From an optimization exercise on the open Yosys and OpenROAD flow, aimed at small area; shortcuts taken in it are not production practice.
In this exercise RTL edits were held to simulation tests only and were not proved equivalent to the original.
No driver is modelled on the clock port, so clocking that relies on it looks cheaper here than on a real chip.

v34:
==> module trace_decode, before the edit <==
module trace_decode (
    input  wire        clk,
    input  wire        rst,
    input  wire [63:0] window,
    input  wire [4:0]  avail,             
    output wire        ok,
    output reg  [1:0]  fault,             
    output reg  [4:0]  consumed,
    output wire        seq_valid,
    output reg  [2:0]  seq,
    output wire        branch_taken,
    output wire        trap,
    output wire        is_return,
    output wire        is_indirect_jump,
    output reg         pc_valid,
    output wire [31:0] program_counter,
    output reg         writeback_valid,
    output wire [4:0]  writeback_register,
    output wire [31:0] writeback_value,
    output reg         breakpoint_valid,
    output reg  [3:0]  breakpoint_reason
);
    wire [3:0] s0 = window[3:0];
    wire [3:0] s1 = window[7:4];
    wire [3:0] s2 = window[11:8];
    wire [3:0] s3 = window[15:12];
    wire [3:0] s4 = window[19:16];
    wire [3:0] s5 = window[23:20];
    wire [6:1] th;
    genvar x;
    generate
        for (x = 1; x <= 6; x = x + 1) begin : g_th
            assign th[x] = (avail >= x);
        end
    endgenerate
    wire [4:0] isc = {s4 == 4'hC, s3 == 4'hC, s2 == 4'hC, s1 == 4'hC, s0 == 4'hC};
    wire [2:0] isd = {s2 == 4'hD, s1 == 4'hD, s0 == 4'hD};
    wire [1:0] isn = {s1[3:2] == 2'b10, s0[3:2] == 2'b10};
    wire seqp = ~s0[3] & (|s0[2:0]);
    wire       nsp = seqp ? (th[2] & isn[1]) : isn[0];
    wire [1:0] nr  = seqp ? s1[1:0] : s0[1:0];
    wire q0 = ~seqp & ~nsp;
    wire q1 = seqp ^ nsp;
    wire q2 = seqp & nsp;
    wire [3:0] b2 = ({4{q0}} & s1) | ({4{q1}} & s2) | ({4{q2}} & s3);
    wire bkt  = (q0 & isd[0]) | (q1 & th[2] & isd[1]) | (q2 & th[3] & isd[2]);
    wire bkf  = (q0 & th[2]) | (q1 & th[3]) | (q2 & th[4]);
    wire bkp  = bkt & bkf;
    wire bktr = bkt & ~bkf;
    wire [4:0] r = bkp ? {q2, q1, q0, 2'b00} : {2'b00, q2, q1, q0};
    wire dt   = |(r & {th[5:2], 1'b1} & isc);
    wire rnin = |(r & th[6:2]);
    wire [3:0] rn = ({4{r[0]}} & s1) | ({4{r[1]}} & s2) | ({4{r[2]}} & s3) |
                    ({4{r[3]}} & s4) | ({4{r[4]}} & s5);
    wire [36:0] pay = ({37{r[0]}} & window[44:8])  | ({37{r[1]}} & window[48:12]) |
                      ({37{r[2]}} & window[52:16]) | ({37{r[3]}} & window[56:20]) |
                      ({37{r[4]}} & window[60:24]);
    wire [2:0] k = rn[2:0];
    wire klen = k[2] & k[1];
    wire [2:0] p3 = {r[4], r[3] | r[2], r[3] | r[1]};
    wire [4:0] dend = {2'd0, p3} + {1'b0, k, 1'b0} + 5'd2;
    wire dfit = ~(dend > avail);
    wire dok  = dt & rnin & ~klen & dfit;
    wire rsv  = s0[3] & s0[2] & s0[1];
    wire skip = ~(|s0);
    wire ftr  = bktr | (dt & ~rnin) | (dt & rnin & ~klen & ~dfit);
    wire fbl  = dt & rnin & klen;
    wire good = th[1] & ~rsv & ~ftr & ~fbl;
    wire [1:0] f = {th[1] & (ftr | fbl), th[1] & (rsv | fbl)};
    wire [4:0] c = ~good ? 5'd0 : dok ? dend : {2'd0, p3[2:1], p3[0] | skip};
    reg [2:0]  k_r;
    reg        nsq_valid;
    reg [1:0]  nsq_reason;
    reg [36:0] pay_n;    
    always @(posedge clk) begin
        fault    <= rst ? 2'd0 : f;
        consumed <= rst ? 5'd0 : c;
    end
    always @(posedge clk) begin
        seq               <= seqp ? s0[2:0] : 3'd0;
        nsq_valid         <= nsp;
        nsq_reason        <= nr;
        breakpoint_valid  <= bkp;
        breakpoint_reason <= bkp ? b2 : 4'd0;
        pc_valid          <= dok & ~rn[3];
        writeback_valid   <= dok & rn[3];
        k_r               <= k;
        pay_n             <= ~pay;
    end
    assign ok        = |consumed;
    assign trap             = nsq_valid & (nsq_reason == 2'd0);
    assign is_return        = nsq_valid & (nsq_reason == 2'd1);
    assign is_indirect_jump = nsq_valid & (nsq_reason == 2'd2);
    assign branch_taken     = nsq_valid & (nsq_reason == 2'd3);
    assign seq_valid = |seq;
    wire [4:0] byte_en = {k_r > 3'd4, k_r > 3'd3, k_r > 3'd2, k_r > 3'd1, k_r > 3'd0};
    wire [4:0] pc_en   = byte_en & {5{pc_valid}};
    wire [4:0] wb_en   = byte_en & {5{writeback_valid}};
    genvar j;
    generate
        for (j = 0; j < 32; j = j + 1) begin : g_pc
            assign program_counter[j] = pc_en[j / 8] & ~pay_n[j];
        end
        for (j = 0; j < 37; j = j + 1) begin : g_wb
            if (j < 5) begin : g_reg
                assign writeback_register[j] = wb_en[0] & ~pay_n[j];
            end else begin : g_val
                assign writeback_value[j - 5] = wb_en[j / 8] & ~pay_n[j];
            end
        end
    endgenerate
endmodule
export LEC_CHECK = 0
export CAP_MARGIN = 0
export CORE_MARGIN = 2
export CORE_UTILIZATION = 33
export SLEW_MARGIN = 0
create_clock -name core_clock -period 30.0 [get_ports {clk}]
standard.sh (not shown) runs the stock make flow with config.mk's settings and CLKGATE_MAP_FILE= SYNTH_SCRIPT=/design/flow/synth_recipe.tcl, a recipe that flattens the netlist after the stock synthesis.
==> flow/flow/run.sh <==
#!/bin/bash
# Standard ORFS layout with these changes:
#  - after the standard synthesis, the logic between registers is re-mapped
#    for area by ABC (registers keep their names and cells);
#  - the port buffers use the smallest buffer cell;
#  - CTS inserts no dummy loads to balance the clock tree, and afterwards
#    each clock buffer is downsized where the clock slews allow it.
set -euo pipefail
R=orfs/results/sky130hd/trace_codec/base
LIB=$FLOW_HOME/platforms/sky130hd/lib/sky130_fd_sc_hd__tt_025C_1v80.lib
export BUFFER_PORTS_ARGS="-buffer_cell sky130_fd_sc_hd__buf_1"
# CTS buffers: config.mk's CTS_BUF_LIST, else clkbuf_16
CTS_BUFS=$(sed -n 's/^export CTS_BUF_LIST *= *//p' config.mk)
CTS_BUFS=${CTS_BUFS:-sky130_fd_sc_hd__clkbuf_16}
export POST_CTS_TCL="$PWD/flow/post_cts.tcl"
export CTS_ARGS="-sink_clustering_enable -repair_clock_nets -dont_use_dummy_load -buf_list {$CTS_BUFS}"
bash standard.sh synth > synth.log 2>&1
cp $R/1_2_yosys.v std_1_2_yosys.v
# a second starting point for the re-mapping: the same standard synthesis
# with ORFS's area script for ABC (same registers, other logic structure)
sed "s#WORK_HOME=$PWD/orfs #WORK_HOME=$PWD/orfs_area ABC_AREA=1 #" standard.sh > standard_area.sh
if grep -q orfs_area standard_area.sh && bash standard_area.sh synth > synth_area.log 2>&1; then
  cp orfs_area/results/sky130hd/trace_codec/base/1_2_yosys.v area_1_2_yosys.v || true
fi
# try each ABC script on each starting point (four at a time), keep the
# smallest netlist
i=0
for src in std area; do
  [[ -f ${src}_1_2_yosys.v ]] || continue
  for s in flow/abc_*.abc; do
    n=${src}_$(basename "$s" .abc)
    bash flow/resyn.sh "$PWD/${src}_1_2_yosys.v" "$PWD/resyn_$n.v" "$PWD/$s" "$LIB" "$PWD/flow/dont_use.txt" &
    i=$((i + 1))
    if (( i % 4 == 0 )); then wait; fi
  done
done
wait
# the registers must be the standard synthesis's, by name and cell
grep -E '^ *sky130_fd_sc_hd__df' std_1_2_yosys.v | sort > regs_std.txt
best=""
for f in resyn_*.v.stat; do
  n=${f#resyn_}; n=${n%.v.stat}
  a=$(grep 'Chip area for module' "$f" 2>/dev/null | awk '{print $NF}' || true)
  if [[ -z "$a" || ! -s "resyn_$n.v" ]]; then continue; fi
  grep -E '^ *sky130_fd_sc_hd__df' "resyn_$n.v" | sort > "regs_$n.txt" || true
  if ! cmp -s regs_std.txt "regs_$n.txt"; then echo "$n registers differ" >> resyn_areas.txt; continue; fi
  echo "$n $a" >> resyn_areas.txt
  if [[ -z "$best" ]] || awk -v a="$a" -v b="$best_a" 'BEGIN{exit !(a < b)}'; then best=$n; best_a=$a; fi
done
echo "chosen $best $best_a" >> resyn_areas.txt
if [[ -n "$best" ]]; then cp "resyn_$best.v" resyn.v; else cp std_1_2_yosys.v resyn.v; fi
grep -E '^ *sky130_fd_sc_hd__df' resyn.v | sort > regs_resyn.txt
cmp regs_std.txt regs_resyn.txt
cp resyn.v $R/1_2_yosys.v
rm -f $R/1_synth.odb
bash standard.sh synth > synth_odb.log 2>&1
bash standard.sh > standard.log 2>&1
Other scripts of this flow, unchanged in this note and not shown: flow/flow/abc_a.abc, flow/flow/abc_b.abc, flow/flow/abc_c.abc, flow/flow/abc_d.abc, flow/flow/abc_e.abc, flow/flow/abc_f.abc, flow/flow/abc_g.abc, flow/flow/abc_h.abc, flow/flow/abc_i.abc, flow/flow/abc_j.abc, flow/flow/abc_k.abc, flow/flow/abc_l.abc, flow/flow/dont_use.txt, flow/flow/post_cts.tcl, flow/flow/resyn.sh
Changes in v7 relative to v34:
-- flow/design.v --
<<< v34, line 99
    output wire        seq_valid,
    output reg  [2:0]  seq,
    output wire        branch_taken,
    output wire        trap,
    output wire        is_return,
    output wire        is_indirect_jump,
    output reg         pc_valid,
    output wire [31:0] program_counter,
>>> v7, line 99
    output wire        seq_valid,
    output reg  [2:0]  seq,
    output reg         branch_taken,
    output reg         trap,
    output reg         is_return,
    output reg         is_indirect_jump,
    output reg         pc_valid,
    output wire [31:0] program_counter,
<<< v34, line 160
    wire [4:0] c = ~good ? 5'd0 : dok ? dend : {2'd0, p3[2:1], p3[0] | skip};
    reg [2:0]  k_r;
    reg        nsq_valid;
    reg [1:0]  nsq_reason;
    reg [36:0] pay_n;    
    always @(posedge clk) begin
>>> v7, line 160
    wire [4:0] c = ~good ? 5'd0 : dok ? dend : {2'd0, p3[2:1], p3[0] | skip};
    reg [2:0]  k_r;
    reg [36:0] pay_n;    
    always @(posedge clk) begin
<<< v34, line 169
    always @(posedge clk) begin
        seq               <= seqp ? s0[2:0] : 3'd0;
        nsq_valid         <= nsp;
        nsq_reason        <= nr;
        breakpoint_valid  <= bkp;
        breakpoint_reason <= bkp ? b2 : 4'd0;
>>> v7, line 167
    always @(posedge clk) begin
        seq               <= seqp ? s0[2:0] : 3'd0;
        trap              <= nsp & (nr == 2'd0);
        is_return         <= nsp & (nr == 2'd1);
        is_indirect_jump  <= nsp & (nr == 2'd2);
        branch_taken      <= nsp & (nr == 2'd3);
        breakpoint_valid  <= bkp;
        breakpoint_reason <= bkp ? b2 : 4'd0;
<<< v34, line 179
    end
    assign ok        = |consumed;
    assign trap             = nsq_valid & (nsq_reason == 2'd0);
    assign is_return        = nsq_valid & (nsq_reason == 2'd1);
    assign is_indirect_jump = nsq_valid & (nsq_reason == 2'd2);
    assign branch_taken     = nsq_valid & (nsq_reason == 2'd3);
    assign seq_valid = |seq;
    wire [4:0] byte_en = {k_r > 3'd4, k_r > 3'd3, k_r > 3'd2, k_r > 3'd1, k_r > 3'd0};
>>> v7, line 179
    end
    assign ok        = |consumed;
    assign seq_valid = |seq;
    wire [4:0] byte_en = {k_r > 3'd4, k_r > 3'd3, k_r > 3'd2, k_r > 3'd1, k_r > 3'd0};
--- outcome ---
On sequential fraction of total cell area, v34 and v7 are basically level.
Of v34 and v7, v34 shows the higher growth of design area from synthesis to finish, with v7 below it.
On v7: width of the chip is 0.61% higher than what v34 gave.
Summary of v7 over v34: worst hold margin increased 0.0036 ns, number of signal-net buffers in the layout fell about 0.32%, final area rose by 50 um^2, setup slack dropped 0.56 ns, data arrival time at the worst-slack endpoint now sits higher.

## what the ideal ports hide
Ports are ideal in the flow. The routed layouts listed here were re-timed in OpenROAD.
Step 1, drivers: a clkbuf_16 drives clk and a buf_2 each remaining input, both assumed.
Step 2 times the ports against the registers' clock, not the clock port: input delays grow and output delays shrink by t, the midpoint of the rising clock arrivals with the driver on.
Slacks: ideal ports / drivers / drivers and shift; pairs: ideal ports / drivers.
| run | t (ns) | setup WS [ns] | clock arrival spread, ns | worst slew at a driven data input, ns |
|---|---|---|---|---|
| v34 | 0.519 | 18.559 / 18.572 / 18.053 | 0.026 / 0.026 | 0.07 |
| v7 | 0.502 | 17.997 / 17.994 / 17.492 | 0.026 / 0.027 | 0.07 |
After both steps every run listed still meets setup and hold. For v34, which loses most, drivers alone change the setup slack by +0.013 ns; drivers and shift together by -0.506 ns.
